Context: an optimization exercise on an open-source flow, tuned for small area, a short achievable clock period and few clock cycles per item. The choices shown serve that exercise and are no tape-out recipe.
Only simulation tests tie the RTL to the original design; equivalence was not proved.
Power and IR drop assume default switching activity.

## run.sh

```bash
#!/bin/bash
# synth_recipe.tcl (not shown) runs the flow's synth.tcl, then flattens the netlist and writes it again
# the make line also repeats each setting of config.mk as NAME=value (left out here)
make -C /OpenROAD-flow-scripts/flow DESIGN_CONFIG=/design/flow/config.mk WORK_HOME=/design/flow/orfs CLKGATE_MAP_FILE= SYNTH_SCRIPT=/design/flow/synth_recipe.tcl finish
```

## config.mk

```make
export PLATFORM = sky130hd
export DESIGN_NAME = bb_sync
export DESIGN_NICKNAME = bb_sync
export VERILOG_FILES = /design/flow/design.v
export SDC_FILE = /design/flow/constraint.sdc
export NUM_CORES = 4
export LEC_CHECK = 0
export CAP_MARGIN = 20
export CORE_MARGIN = 2
export CORE_UTILIZATION = 40
export SLEW_MARGIN = 20
```

## constraint.sdc

```tcl
create_clock -name core_clock -period 4.5 [get_ports {clk}]
set_input_delay 0.9000 -clock core_clock [delete_from_list [all_inputs] [get_ports {clk}]]
set_output_delay 0.9000 -clock core_clock [all_outputs]
set_load 0.01 [all_outputs]
```

## design.v

```verilog
module bb_sync (
    input  wire        clk,
    input  wire        rst,           
    input  wire        cmd_valid,
    output wire        cmd_ready,
    input  wire [31:0] cmd_data,
    output wire        kbc_rd,
    output wire        kbc_port,      
    input  wire        kbc_ack,
    input  wire [7:0]  kbc_rdata,
    output wire        rec_valid,
    input  wire        rec_ready,
    output wire [31:0] rec_data
);
    localparam [3:0] POLL_BUDGET = 4'd10;
    localparam ST_OBF     = 0;
    localparam ST_AUX     = 5;
    localparam ST_TIMEOUT = 6;
    localparam ST_PARITY  = 7;
    localparam [7:0] EXT_PREFIX = 8'hE0;
    localparam SUM_W = 16;         
    localparam [1:0] CH_KBD   = 2'd0;
    localparam [1:0] CH_MOUSE = 2'd1;
    localparam [1:0] CH_CTRL  = 2'd2;
    localparam [7:0] E_POLL_TIMEOUT = 8'h01;
    localparam [7:0] E_PARITY       = 8'h02;
    localparam [7:0] E_CTRL_TIMEOUT = 8'h03;
    localparam [7:0] E_WRONG_ORIGIN = 8'h04;
    localparam [7:0] E_SYNC         = 8'h05;
    localparam [7:0] E_ILLEGAL_OP   = 8'h06;
    localparam [2:0] G_IDLE     = 3'd0;
    localparam [2:0] G_STROKE_1 = 3'd1;
    localparam [2:0] G_APEX     = 3'd2;
    localparam [2:0] G_STROKE_2 = 3'd3;
    localparam [2:0] G_COMPLETE = 3'd4;
    localparam [3:0] S_IDLE   = 4'd0;
    localparam [3:0] S_DECODE = 4'd1;
    localparam [3:0] S_POLL   = 4'd2;
    localparam [3:0] S_DATA   = 4'd3;
    localparam [3:0] S_KREASM = 4'd4;
    localparam [3:0] S_MREASM = 4'd5;
    localparam [3:0] S_GSTEP  = 4'd6;
    localparam [3:0] S_EMIT   = 4'd7;
    localparam [3:0] S_FINISH = 4'd8;
    reg  [1:0]  sub_r;             
    reg         kbd_pending;
    reg  [7:0]  kbd_prefix;
    reg  [1:0]  mouse_slot;
    reg  [7:0]  mouse_b0, mouse_b1, mouse_b2;
    reg         mouse_xs, mouse_ys;
    reg  [8:0]  mouse_dx, mouse_dy;
    reg  [2:0]  gest_state;
    reg  [SUM_W-1:0] x_sum, y_sum;
    reg  [7:0]  gest_xlen, gest_tol;
    reg  [3:0]  state;
    reg  [3:0]  emit_next;         
    reg  [31:0] op;                
    reg  [1:0]  ch;                
    reg         mouse_queued;      
    reg  [3:0]  poll_cnt;
    reg  [7:0]  status_r;          
    reg  [7:0]  byte_r;            
    reg  [31:0] rec_r;
    reg  [2:0]  g_btn;             
    reg  [8:0]  g_dx, g_dy;
    assign cmd_ready = (state == S_IDLE);
    assign kbc_rd    = (state == S_POLL) || (state == S_DATA);
    assign kbc_port  = (state == S_DATA);
    assign rec_valid = (state == S_EMIT);
    assign rec_data  = rec_r;
    wire [7:0]  opc = op[31:24];
    wire op_nop        = (opc == 8'h00) && (op[23:0]  == 24'd0);
    wire op_sub        = (opc == 8'h01) && (op[23:1]  == 23'd0);
    wire op_unsub      = (opc == 8'h02) && (op[23:1]  == 23'd0);
    wire op_irq        = (opc == 8'h03) && (op[23:8]  == 16'd0);
    wire op_kbd_int    = (opc == 8'h10) && (op[23:0]  == 24'd0);
    wire op_kbd_reasm  = (opc == 8'h11) && (op[23:8]  == 16'd0);
    wire op_mouse_int  = (opc == 8'h20) && (op[23:0]  == 24'd0);
    wire op_mouse_reasm= (opc == 8'h21) && (op[23:8]  == 16'd0);
    wire op_gest_step  = (opc == 8'h30) && (op[5:3]   == 3'd0);
    wire op_gest_reset = (opc == 8'h31) && (op[23:0]  == 24'd0);
    wire op_gest_cfg   = (opc == 8'h32) && (op[23:16] == 8'd0);
    function [31:0] key_rec(input len2, input [7:0] by0, input [7:0] by1, input [7:0] last);
        key_rec = {8'h81, 6'd0, len2, ~last[7], by1, by0};
    endfunction
    function [31:0] discard_rec(input [1:0] c, input [7:0] code);
        discard_rec = {8'h84, 14'd0, c, code};
    endfunction
    wire        g_lb = g_btn[0];
    wire        g_rb = g_btn[1];
    wire        g_mb = g_btn[2];
    wire        left_only  =  g_lb && !g_rb && !g_mb;
    wire        right_only = !g_lb &&  g_rb && !g_mb;
    wire        released   = !g_lb && !g_rb && !g_mb;
    wire signed [10:0] dx_s   = {{2{g_dx[8]}}, g_dx};
    wire signed [10:0] dy_s   = {{2{g_dy[8]}}, g_dy};
    wire signed [10:0] tol_s  = {3'd0, gest_tol};
    wire signed [10:0] ntol_s = -tol_s;
    wire signed [10:0] adx_s  = dx_s[10] ? -dx_s : dx_s;
    wire signed [10:0] ady_s  = dy_s[10] ? -dy_s : dy_s;
    wire [SUM_W-1:0] x_add = x_sum + {{(SUM_W-9){g_dx[8]}}, g_dx};
    wire [SUM_W-1:0] y_add = y_sum + {{(SUM_W-9){g_dy[8]}}, g_dy};
    wire [SUM_W-1:0] x_clamp_pos = x_add[SUM_W-1] ? {SUM_W{1'b0}} : x_add;    
    wire [SUM_W-1:0] y_clamp_pos = y_add[SUM_W-1] ? {SUM_W{1'b0}} : y_add;    
    wire [SUM_W-1:0] y_clamp_neg = y_add[SUM_W-1] ? y_add : {SUM_W{1'b0}};    
    wire signed [SUM_W:0] xs_w   = {x_sum[SUM_W-1], x_sum};
    wire signed [SUM_W:0] ys_w   = {y_sum[SUM_W-1], y_sum};
    wire signed [SUM_W:0] nys_w  = -ys_w;
    wire signed [SUM_W:0] xlen_w = {{(SUM_W-7){1'b0}}, gest_xlen};
    wire x_long   = (xs_w >= xlen_w);
    wire y_steep  = (ys_w > xs_w);
    wire ny_steep = (nys_w > xs_w);
    reg  [2:0]  g_next_state;
    reg  [SUM_W-1:0] g_next_x, g_next_y;
    reg         g_done;
    always @(*) begin
        g_next_state = gest_state;
        g_next_x     = x_sum;
        g_next_y     = y_sum;
        g_done       = 1'b0;
        case (gest_state)
            G_IDLE: begin
                if (left_only) begin
                    g_next_state = G_STROKE_1; g_next_x = {SUM_W{1'b0}}; g_next_y = {SUM_W{1'b0}};
                end
            end
            G_STROKE_1: begin
                if (left_only) begin
                    if (dx_s < ntol_s || dy_s < ntol_s) begin
                        g_next_state = G_IDLE; g_next_x = {SUM_W{1'b0}}; g_next_y = {SUM_W{1'b0}};
                    end else begin
                        g_next_x = x_clamp_pos;
                        g_next_y = y_clamp_pos;
                    end
                end else if (released) begin
                    if (x_long && y_steep) g_next_state = G_APEX;
                    else                   g_next_state = G_IDLE;
                    g_next_x = {SUM_W{1'b0}}; g_next_y = {SUM_W{1'b0}};
                end else begin
                    g_next_state = G_IDLE; g_next_x = {SUM_W{1'b0}}; g_next_y = {SUM_W{1'b0}};
                end
            end
            G_APEX: begin
                if (g_lb || g_mb || adx_s > tol_s || ady_s > tol_s) begin
                    g_next_state = G_IDLE; g_next_x = {SUM_W{1'b0}}; g_next_y = {SUM_W{1'b0}};
                end else if (g_rb) begin
                    g_next_state = G_STROKE_2; g_next_x = {SUM_W{1'b0}}; g_next_y = {SUM_W{1'b0}};
                end
            end
            G_STROKE_2: begin
                if (right_only) begin
                    if (dx_s < ntol_s || dy_s > tol_s) begin
                        g_next_state = G_IDLE; g_next_x = {SUM_W{1'b0}}; g_next_y = {SUM_W{1'b0}};
                    end else begin
                        g_next_x = x_clamp_pos;
                        g_next_y = y_clamp_neg;
                    end
                end else if (released) begin
                    if (x_long && ny_steep) begin
                        g_next_state = G_COMPLETE;
                        g_done       = 1'b1;
                    end else begin
                        g_next_state = G_IDLE;
                    end
                    g_next_x = {SUM_W{1'b0}}; g_next_y = {SUM_W{1'b0}};
                end else begin
                    g_next_state = G_IDLE; g_next_x = {SUM_W{1'b0}}; g_next_y = {SUM_W{1'b0}};
                end
            end
            default: ;  
        endcase
    end
    wire [8:0] slot1_dx = {mouse_xs, byte_r};
    wire [8:0] slot2_dy = {mouse_ys, byte_r};
    always @(posedge clk) begin
        if (rst) begin
            sub_r        <= 2'b00;
            kbd_pending  <= 1'b0;
            kbd_prefix   <= 8'h00;
            mouse_slot   <= 2'd0;
            mouse_b0     <= 8'h00;
            mouse_b1     <= 8'h00;
            mouse_b2     <= 8'h00;
            mouse_xs     <= 1'b0;
            mouse_ys     <= 1'b0;
            mouse_dx     <= 9'd0;
            mouse_dy     <= 9'd0;
            gest_state   <= G_IDLE;
            x_sum        <= {SUM_W{1'b0}};
            y_sum        <= {SUM_W{1'b0}};
            gest_xlen    <= 8'h00;
            gest_tol     <= 8'h00;
            state        <= S_IDLE;
            emit_next    <= S_IDLE;
            op           <= 32'd0;
            ch           <= CH_KBD;
            mouse_queued <= 1'b0;
            poll_cnt     <= 4'd0;
            status_r     <= 8'h00;
            byte_r       <= 8'h00;
            rec_r        <= 32'd0;
            g_btn        <= 3'd0;
            g_dx         <= 9'd0;
            g_dy         <= 9'd0;
        end else begin
            case (state)
                S_IDLE: begin
                    if (cmd_valid) begin
                        op    <= cmd_data;
                        state <= S_DECODE;
                    end
                end
                S_DECODE: begin
                    mouse_queued <= 1'b0;
                    poll_cnt     <= 4'd0;
                    if (op_nop) begin
                        state <= S_IDLE;
                    end else if (op_sub) begin
                        if (op[0]) sub_r[1] <= 1'b1; else sub_r[0] <= 1'b1;
                        state <= S_IDLE;
                    end else if (op_unsub) begin
                        if (op[0]) sub_r[1] <= 1'b0; else sub_r[0] <= 1'b0;
                        state <= S_IDLE;
                    end else if (op_irq) begin
                        mouse_queued <= op[1] && sub_r[1];
                        if (op[0] && sub_r[0]) begin
                            ch    <= CH_KBD;
                            state <= S_POLL;
                        end else begin
                            state <= S_FINISH;
                        end
                    end else if (op_kbd_int) begin
                        ch    <= CH_KBD;
                        state <= S_POLL;
                    end else if (op_kbd_reasm) begin
                        byte_r <= op[7:0];
                        state  <= S_KREASM;
                    end else if (op_mouse_int) begin
                        ch    <= CH_MOUSE;
                        state <= S_POLL;
                    end else if (op_mouse_reasm) begin
                        byte_r <= op[7:0];
                        state  <= S_MREASM;
                    end else if (op_gest_step) begin
                        g_btn <= op[2:0];
                        g_dx  <= op[14:6];
                        g_dy  <= op[23:15];
                        state <= S_GSTEP;
                    end else if (op_gest_reset) begin
                        gest_state <= G_IDLE;
                        x_sum      <= {SUM_W{1'b0}};
                        y_sum      <= {SUM_W{1'b0}};
                        state      <= S_IDLE;
                    end else if (op_gest_cfg) begin
                        gest_xlen <= op[7:0];
                        gest_tol  <= op[15:8];
                        state     <= S_IDLE;
                    end else begin
                        rec_r     <= discard_rec(CH_CTRL, E_ILLEGAL_OP);
                        emit_next <= S_IDLE;
                        state     <= S_EMIT;
                    end
                end
                S_POLL: begin
                    if (kbc_ack) begin
                        if (kbc_rdata[ST_OBF]) begin
                            status_r <= kbc_rdata;
                            state    <= S_DATA;
                        end else if (poll_cnt == POLL_BUDGET - 4'd1) begin
                            rec_r     <= discard_rec(ch, E_POLL_TIMEOUT);
                            emit_next <= S_FINISH;
                            state     <= S_EMIT;
                        end else begin
                            poll_cnt <= poll_cnt + 4'd1;
                        end
                    end
                end
                S_DATA: begin
                    if (kbc_ack) begin
                        byte_r <= kbc_rdata;
                        if (status_r[ST_PARITY]) begin
                            rec_r     <= discard_rec(ch, E_PARITY);
                            emit_next <= S_FINISH;
                            state     <= S_EMIT;
                        end else if (status_r[ST_TIMEOUT]) begin
                            rec_r     <= discard_rec(ch, E_CTRL_TIMEOUT);
                            emit_next <= S_FINISH;
                            state     <= S_EMIT;
                        end else if (status_r[ST_AUX] != (ch == CH_MOUSE)) begin
                            rec_r     <= discard_rec(ch, E_WRONG_ORIGIN);
                            emit_next <= S_FINISH;
                            state     <= S_EMIT;
                        end else if (ch == CH_MOUSE) begin
                            state <= S_MREASM;
                        end else begin
                            state <= S_KREASM;
                        end
                    end
                end
                S_KREASM: begin
                    if (byte_r == EXT_PREFIX) begin
                        kbd_prefix  <= byte_r;
                        kbd_pending <= 1'b1;
                        state       <= S_FINISH;
                    end else if (kbd_pending) begin
                        kbd_pending <= 1'b0;
                        rec_r       <= key_rec(1'b1, kbd_prefix, byte_r, byte_r);
                        emit_next   <= S_FINISH;
                        state       <= S_EMIT;
                    end else begin
                        rec_r     <= key_rec(1'b0, byte_r, 8'h00, byte_r);
                        emit_next <= S_FINISH;
                        state     <= S_EMIT;
                    end
                end
                S_MREASM: begin
                    case (mouse_slot)
                        2'd0: begin
                            if (!byte_r[3]) begin
                                rec_r     <= discard_rec(CH_MOUSE, E_SYNC);
                                emit_next <= S_FINISH;
                                state     <= S_EMIT;
                            end else begin
                                mouse_b0   <= byte_r;
                                mouse_xs   <= byte_r[4];
                                mouse_ys   <= byte_r[5];
                                mouse_slot <= 2'd1;
                                state      <= S_FINISH;
                            end
                        end
                        2'd1: begin
                            mouse_b1   <= byte_r;
                            mouse_dx   <= slot1_dx;
                            mouse_slot <= 2'd2;
                            state      <= S_FINISH;
                        end
                        default: begin
                            mouse_b2   <= byte_r;
                            mouse_dy   <= slot2_dy;
                            mouse_slot <= 2'd0;
                            rec_r      <= {8'h82, byte_r, mouse_b1, mouse_b0};
                            g_btn      <= mouse_b0[2:0];
                            g_dx       <= mouse_dx;
                            g_dy       <= slot2_dy;
                            emit_next  <= S_GSTEP;
                            state      <= S_EMIT;
                        end
                    endcase
                end
                S_GSTEP: begin
                    gest_state <= g_next_state;
                    x_sum      <= g_next_x;
                    y_sum      <= g_next_y;
                    if (g_done) begin
                        rec_r     <= 32'h8300_0000;
                        emit_next <= S_FINISH;
                        state     <= S_EMIT;
                    end else begin
                        state <= S_FINISH;
                    end
                end
                S_EMIT: begin
                    if (rec_ready) state <= emit_next;
                end
                S_FINISH: begin
                    if (mouse_queued) begin
                        mouse_queued <= 1'b0;
                        ch           <= CH_MOUSE;
                        poll_cnt     <= 4'd0;
                        state        <= S_POLL;
                    end else begin
                        state <= S_IDLE;
                    end
                end
                default: state <= S_IDLE;
            endcase
        end
    end
endmodule
```

==> results.yml <==
global_routing:
  grt_pass1_vias: 10000
  grt_pass1_wl_mm: 54.0
  grt_max_degree: 71
  grtUsageTotal_pct: 21.7
  overflow: 0
  antenna_found_initial: 0
detailed_routing:
  routed_wl_mm: 33.8
  firstDrtPassIters: 5
  wl_per_cell_um: 18.0
  route.detailed.drc: 0
  num_vias: 10500
  ant_nets: 0
  viasPerCell: 5.61
  drtIter0Drc: 806
layout:
  design_area_mm2: 0.0136
  stdcell_count: 1874
  n_antenna_cell: 0
  syn_to_final_growth_pct: 13.4
  post-route-util_pct: 46.0
  nets: 1635
  drive_gt1_share_pct: 6.00
synth:
  ys_async_sr_fraction_pct: 0
  synth_flop_cell: "dfxtp_1"
  yosysSeqAreaShare_pct: 30.6
  syn_avg_cell_area_um2: 8.39
  syn_area_mm2: 0.0120
  synth.ff_latch_count: 184
  syn-instance-count: 1433
  yosysWarnings: 1
  synth_edf_count: 0
  synth_cell_types: 82
timing:
  finalHoldWorstSlack_ns: 0.459
  slew_violations: 0
  rsz0062_at_grt: "no"
  slew_headroom_pct: 25.1
  period_share_pct: 89.7
  setup_tns_ns: 0
  tightest_slew_ns: 1.12
  hold_viol: 0
  fin_skew_ns: 0.0197
  setup_viol: 0
  worst_slack_ns: 0.464
  fmax_ghz: 0.248
  period_needed_ns: 4.04
placement:
  dp_hpwl_mm: 25.7
  placed_cell_area_mm2: 0.0130
  port-buffer-count: 76
  gp_congestion: 0.901
  place_ws_ns: 0.513
  dp_cells: 1842
power:
  ir_drop_v: 0.000330
  leakage_nw: 5.36
  p_total_mw: 5.15
  intPower_mw: 3.25
  clkPwrFrac_pct: 31.0
  switchingPower_mw: 1.90
  combPwrFrac_pct: 28.9
  switching_share_pct: 37.0
  sequentialPowerShare_pct: 40.2
  power.density_mw_per_mm2: 378
worst_setup_path:
  worstSetupPathType: "flip-flop to flip-flop"
  required_ns: 4.85
  end_kind: "flip-flop"
  cp-start-kind: "flip-flop"
  path_max_fanout: 24
  cp.arrival_ns: 4.38
floorplan:
  die_h_um: 177
  die_width_um: 177
  rows: 63
  io_pins: 81
  dieArea_mm2: 0.0315
  core_mm2: 0.0296
  start_util_pct: 40.6
status:
  outcome: "finished clean"
clock_tree:
  post-cts-setup-buffers: 0
  htree_num_levels: 4
  clock_sinks: 184
  cts_buffers: 17
  ctsResizeCount: 0
  root_buffer: "clkbuf_16"
  cts_hold_buf: 0
  clk_path_buf_depth: 2
  insertion_delay_ns: 0.44
  clk_pin_slew_ns: 0.09
  cts_tree: "done"
job:
  cap_violations: 0
hold_path:
  hp-class: "flip-flop to flip-flop"
[final timing paths]
path / from / endpoint / slack, ns / depth (start not counted)
max reg2reg: y_sum[2] / rec_r[15] / 0.46 / 14
max: y_sum[2] / rec_r[15] / 0.46 / 14
min reg2reg: mouse_b0[3] / mouse_b0[3] / 0.46 / 2
min: mouse_b0[3] / mouse_b0[3] / 0.46 / 2
[synthesized netlist by cell type, drive strengths merged, types with 7 or more instances]
master  count  area (um^2)
o31ai       8         60.1
o21ai      46          230
xor2       17          149
or4        11         86.3
a21oi     116          599
nor2      152          573
dfxtp     184         3680
o211ai      9         72.6
nand3      21          110
and2        8         50.1
clkbuf     57          258
o21a       13         97.6
nand4      15         93.8
mux2i      83          831
nor3       40          200
inv        60          225
nand2b     21          131
or3         7         47.5
nor2b      12         75.1
nand2     137          514
a21o       26          195
a22o       24          210
xnor2      43          377
buf        18          155
nor4       16          106
ha        117         1460
a211oi     52          415
nand3b     15          113
a22oi      10         75.1
[power groups by stage]
stage | logic, mW | registers, mW | clock network (mW)
6_report | 1.49 | 2.07 | 1.59
5_1_grt | 1.63 | 2.09 | 1.69
4_1_cts | 1.49 | 2.07 | 1.62
3_5_place_dp | 1.48 | 2.10 | 0
3_3_place_gp | 1.46 | 2.10 | 0
2_1_floorplan | 1.08 | 2.00 | 0
[critical path: stages, from the launching register on]
cell,delay [ns]
dfxtp_1,0.40
or4_1,0.58
nor4b_1,0.31
buf_4,0.18
nand2_1,0.06
xnor2_1,0.14
ha_1,0.29
nand4_1,0.11
nor2_1,0.12
a211o_1,0.13
o21ai_0,0.09
o21a_1,0.24
o21ai_2,0.89
a21oi_1,0.16
a211oi_1,0.25
[registers in the layout, indices dropped and copies added (netlist names), 3 cells and up]
signal / count
kbd_prefix: 8
byte_r: 8
y_sum: 16
gest_state: 3
g_dy: 9
gest_tol: 8
op: 32
mouse_dx: 9
rec_r: 28
state: 4
g_dx: 9
x_sum: 15
status_r: 3
poll_cnt: 4
g_btn: 3
mouse_b0: 8
gest_xlen: 8
[layout make-up]
cell class	instances	area (um^2)
multi-input combinational	1113	7700
inverter	60	225
clock buffer	17	425
fill	2999	16000
tap	390	488
sequential	184	3680
clock inverter	15	213
timing repair buffer	95	901
[cell families (layout without fill, tap and decap cells)]
| logic type | Yosys count | count (layout) | synth area share (%) |
|---|---|---|---|
| fa+ha+maj | 119 | 119 | 12.5 |
| compound gates | 366 | 366 | 20.7 |
| flops | 184 | 184 | 30.6 |
| mux | 84 | 84 | 7.00 |
| buf+inv | 139 | 187 | 5.63 |
| xor+xnor | 60 | 60 | 4.37 |
| other cells | 1 | 4 | 0.0312 |
| simple gates | 480 | 480 | 19.2 |
[metal layers]
metal,global-route usage (%),share of wire (%)
met1,29.2,47
met2,36.4,47
met3,2.98,3.6
met4,5.60,1.9
met5,0,0
[cells in the final DEF, fill, tap and decap left out, types with 10 or more instances in the layout]
master           count
nand4_1             15
or4_1               10
a22o_1              24
o21a_1              13
nand2b_1            21
nor3_1              37
buf_4               20
clkdlybuf4s50_1     75
nand2_1            136
xor2_1              17
inv_1               60
ha_1               117
o21ai_0             44
nand3b_1            15
nor4_1              15
mux2i_1             83
xnor2_1             43
dfxtp_1            184
a21o_1              26
a21oi_1            111
nor2b_1             12
nand3_1             20
nor2_1             149
a22oi_1             10
a211oi_1            47
clkbuf_16           17
Testbench counts, summed over its fixed seeds: cycles 52,735, ops 5,600.

-- re-timing with driven ports --
In the flow no input, the clock included, has a driving cell. The finished layout below was timed again as built, in two steps.
Step 1, drivers: a clkbuf_16 drives clk and a buf_2 each remaining input, both assumed.
Step 2 also shifts input and output timing later by t, the mid clock arrival at the registers, as if the neighbouring blocks saw the same clock.
Three values: ideal, step 1, step 2; two values: the first two.
t, ns: 0.482
setup slack, ns: 0.464 / 0.464 / 0.464
slew at the worst register clock pin (ns): 0.09 / 0.09
After both steps this run still meets setup and hold. For this run, drivers alone change the setup slack by 0.000 ns; drivers and shift together by 0.000 ns.
